This design comes from an exercise in tuning for a short achievable clock period and few clock cycles on the open sky130 flow, not from production work. Where RTL was checked, it was by simulation tests only, not by an equivalence proof against the original. Power is estimated from default activity; no workload was simulated.

## minicomp_core
module minicomp_core (
    input  wire       clk,
    input  wire       rst,           
    output wire [7:0] mem_addr,
    input  wire [7:0] mem_rdata,
    output wire       mem_we,
    output wire [7:0] mem_wdata,
    output wire [7:0] io_port,       
    output wire       io_rd,         
    input  wire [7:0] io_rdata,
    input  wire       io_present,    
    output wire       io_wr,         
    output wire [7:0] io_wdata
);
    reg [7:0] x0, x1, x2, x3;
    reg [7:0] addr_q, ir, ipc, nb, ioaddr, wdata_q;
    reg       m_fetch, m_normal, m_memop, m_jimm;
    reg       we_q, rd_q, wr_q;
    reg [3:0] wadd;                  
    reg [3:0] wfast;                 
    reg [3:0] sb;                    
    reg [7:0] xa, xb;                
    reg e_add, e_shl, e_shr, e_not, e_and, e_or, e_xor, e_alu, e_aluw;
    reg e_clf, e_data, e_in, e_outa, e_jmp, e_jmpr, e_jxxx, e_mem, e_st, e_outd;
  ...
export LEC_CHECK = 0
export ABC_CLOCK_PERIOD_IN_PS = 1000
export CAP_MARGIN = 20
export CORE_MARGIN = 2
export CORE_UTILIZATION = 32
export PLACE_DENSITY = 0.55
export SETUP_SLACK_MARGIN = 3.5
export SLEW_MARGIN = 20
create_clock -name core_clock -period 5.0 [get_ports {clk}]
run.sh (not shown) runs the stock make flow with config.mk's settings and CLKGATE_MAP_FILE= SYNTH_SCRIPT=/design/flow/synth_recipe.tcl, a recipe that flattens the netlist after the stock synthesis.
Testbench counts at the start, summed over its fixed seeds: cycles 81,712.
Rerun with:
Settings changed: CORE_UTILIZATION 32 to 40, PLACE_DENSITY 0.55 to 0.6, SETUP_SLACK_MARGIN 3.5 to 3.3.
After rerunning: Final cell count goes down by about 6.4%; hold slack improves by 0.022 ns; design area goes down by 3.6%.
Rerun with:
Settings changed: CORE_UTILIZATION 40 to 50, PLACE_DENSITY 0.6 to 0.65, SETUP_SLACK_MARGIN 3.3 to 3.5.
The changed run went through all stages and came out clean.
Via count is higher by a little under a tenth.
Power grows by a few percent.
Clock skew decreases by 0.013 ns.
Maximum frequency drops by a few percent.
Rerun with:
Settings changed: CORE_UTILIZATION 50 to 40, PLACE_DENSITY 0.65 to 0.6, SETUP_SLACK_MARGIN 3.5 to 3.8.
The changed run passed the timing, DRC and antenna checks.
Synthesized cell count is unchanged.
Synthesized area is unchanged.
Sequential share of layout area came out higher by 0.86 points.
Rerun with:
Settings changed: CTS_CLUSTER_DIAMETER set to 60, CTS_CLUSTER_SIZE set to 24, SETUP_SLACK_MARGIN 3.8 to 3.5.
Effect:
- The new run completed without violations
- clock-buffer cell count shrinks by 41
- combinational power came out higher by roughly a tenth
- first-iteration DRC count decreases by roughly a tenth
- design area is higher slightly
- area after synthesis stays the same
Rerun with:
Settings changed: CTS_CLUSTER_DIAMETER 60 to unset, CTS_CLUSTER_SIZE 24 to unset.
What happened: Worst hold slack improved by 0.046 ns. Design area barely changes. Cell count stays flat. Total power increases by 2.1%. Setup slack improved by 0.084 ns. Maximum frequency rises by 3.4%. Sequential share of layout area barely changes. Non-clock buffer count decreases by 11. Count of clock-buffer cells in the layout rose by 25. Combinational power fell by 3.5%. Via count fell by 0.72%.

========
## orange
Another version of the RTL of minicomp_core (not shown whole).
For scale: ~1100 cells after synthesis, roughly 150 flip-flops, roughly 54 I/O pins, about 0.0097 mm² of cells after synthesis.
Settings: LEC_CHECK=0, ABC_CLOCK_PERIOD_IN_PS=1000, CAP_MARGIN=20, CORE_MARGIN=2, CORE_UTILIZATION=40, PLACE_DENSITY=0.6, SETUP_SLACK_MARGIN=3.7, SLEW_MARGIN=20; clock period 5.0 ns.
Per the final summary, orange finished and its layout is clean on timing, DRC and antenna.
[inputs] green vs orange
Settings: SETUP_SLACK_MARGIN now 3.5, was 3.7.
==> notes.md <==
green against orange: area of all placed cells without fillers fell by 270 µm², worst hold slack -16 ps, average detailed-routed wire length per instance dropped 5.6%, global-route total usage across every layer went down.
mem_rdata[5] as the launch point of the worst path was reported by green, and xb[0] by orange.
Function was not checked in any run of this note: the RTL went through the layout flow alone.

========
minicomp_core, a different RTL version from the one above (not shown whole).
Size in the first run: about 140 flip-flops.
export LEC_CHECK = 0
export ABC_CLOCK_PERIOD_IN_PS = 1000
export CAP_MARGIN = 20
export CORE_MARGIN = 2
export CORE_UTILIZATION = 40
export PLACE_DENSITY = 0.6
export SETUP_SLACK_MARGIN = 3.7
export SLEW_MARGIN = 20
create_clock -name core_clock -period 5.0 [get_ports {clk}]
Rerun with:
SETUP_SLACK_MARGIN = 3.5   (was 3.7)
TNS_END_PERCENT = 40   (was not set)
Effect:
- hold slack is about the same
- sequential power came out higher by about 3%
- final cell count came out lower by 3.9%
Function was not checked in any run of this note: the RTL went through the layout flow alone.

==> static timing again, ports no longer ideal <==
Ports are ideal in the flow. The routed layouts listed here were re-timed in OpenROAD.
Step 1 (the two cells are an assumption about what drives the block):
set clk [get_ports {clk}]
set_driving_cell -lib_cell sky130_fd_sc_hd__clkbuf_16 $clk
set_driving_cell -lib_cell sky130_fd_sc_hd__buf_2 [delete_from_list [all_inputs] $clk]
Step 2 adds t to the input delays and takes it off the output delays; t is the mean of the earliest and latest rising clock arrival at the registers after step 1. Input paths then give back, and output paths get back, about the clock's delay inside the block.
Slacks: no drivers / after step 1 / after step 2; pairs: no drivers / after step 1.
run	t (ns)	slack for setup (ns)	hold slack, ns
the first run of note 1	0.714	2.379 / 2.379 / 2.126	0.467 / 0.467 / 0.467
the second run of note 1	0.700	2.451 / 2.451 / 2.162	0.490 / 0.490 / 0.490
the third run of note 1	0.705	2.336 / 2.336 / 2.224	0.459 / 0.459 / 0.459
the fourth run of note 1	0.712	2.512 / 2.504 / 2.118	0.470 / 0.470 / 0.470
the fifth run of note 1	0.764	2.461 / 2.461 / 2.159	0.423 / 0.423 / 0.423
the sixth run of note 1	0.701	2.545 / 2.534 / 2.190	0.469 / 0.469 / 0.469
orange	0.476	2.758 / 2.758 / 2.353	0.498 / 0.498 / 0.498
green	0.481	2.799 / 2.804 / 2.334	0.482 / 0.482 / 0.482
the first run of note 3	0.486	2.806 / 2.827 / 2.341	0.456 / 0.456 / 0.456
the second run of note 3	0.469	2.825 / 2.831 / 2.362	0.459 / 0.459 / 0.459
After both steps every run listed still meets setup and hold.
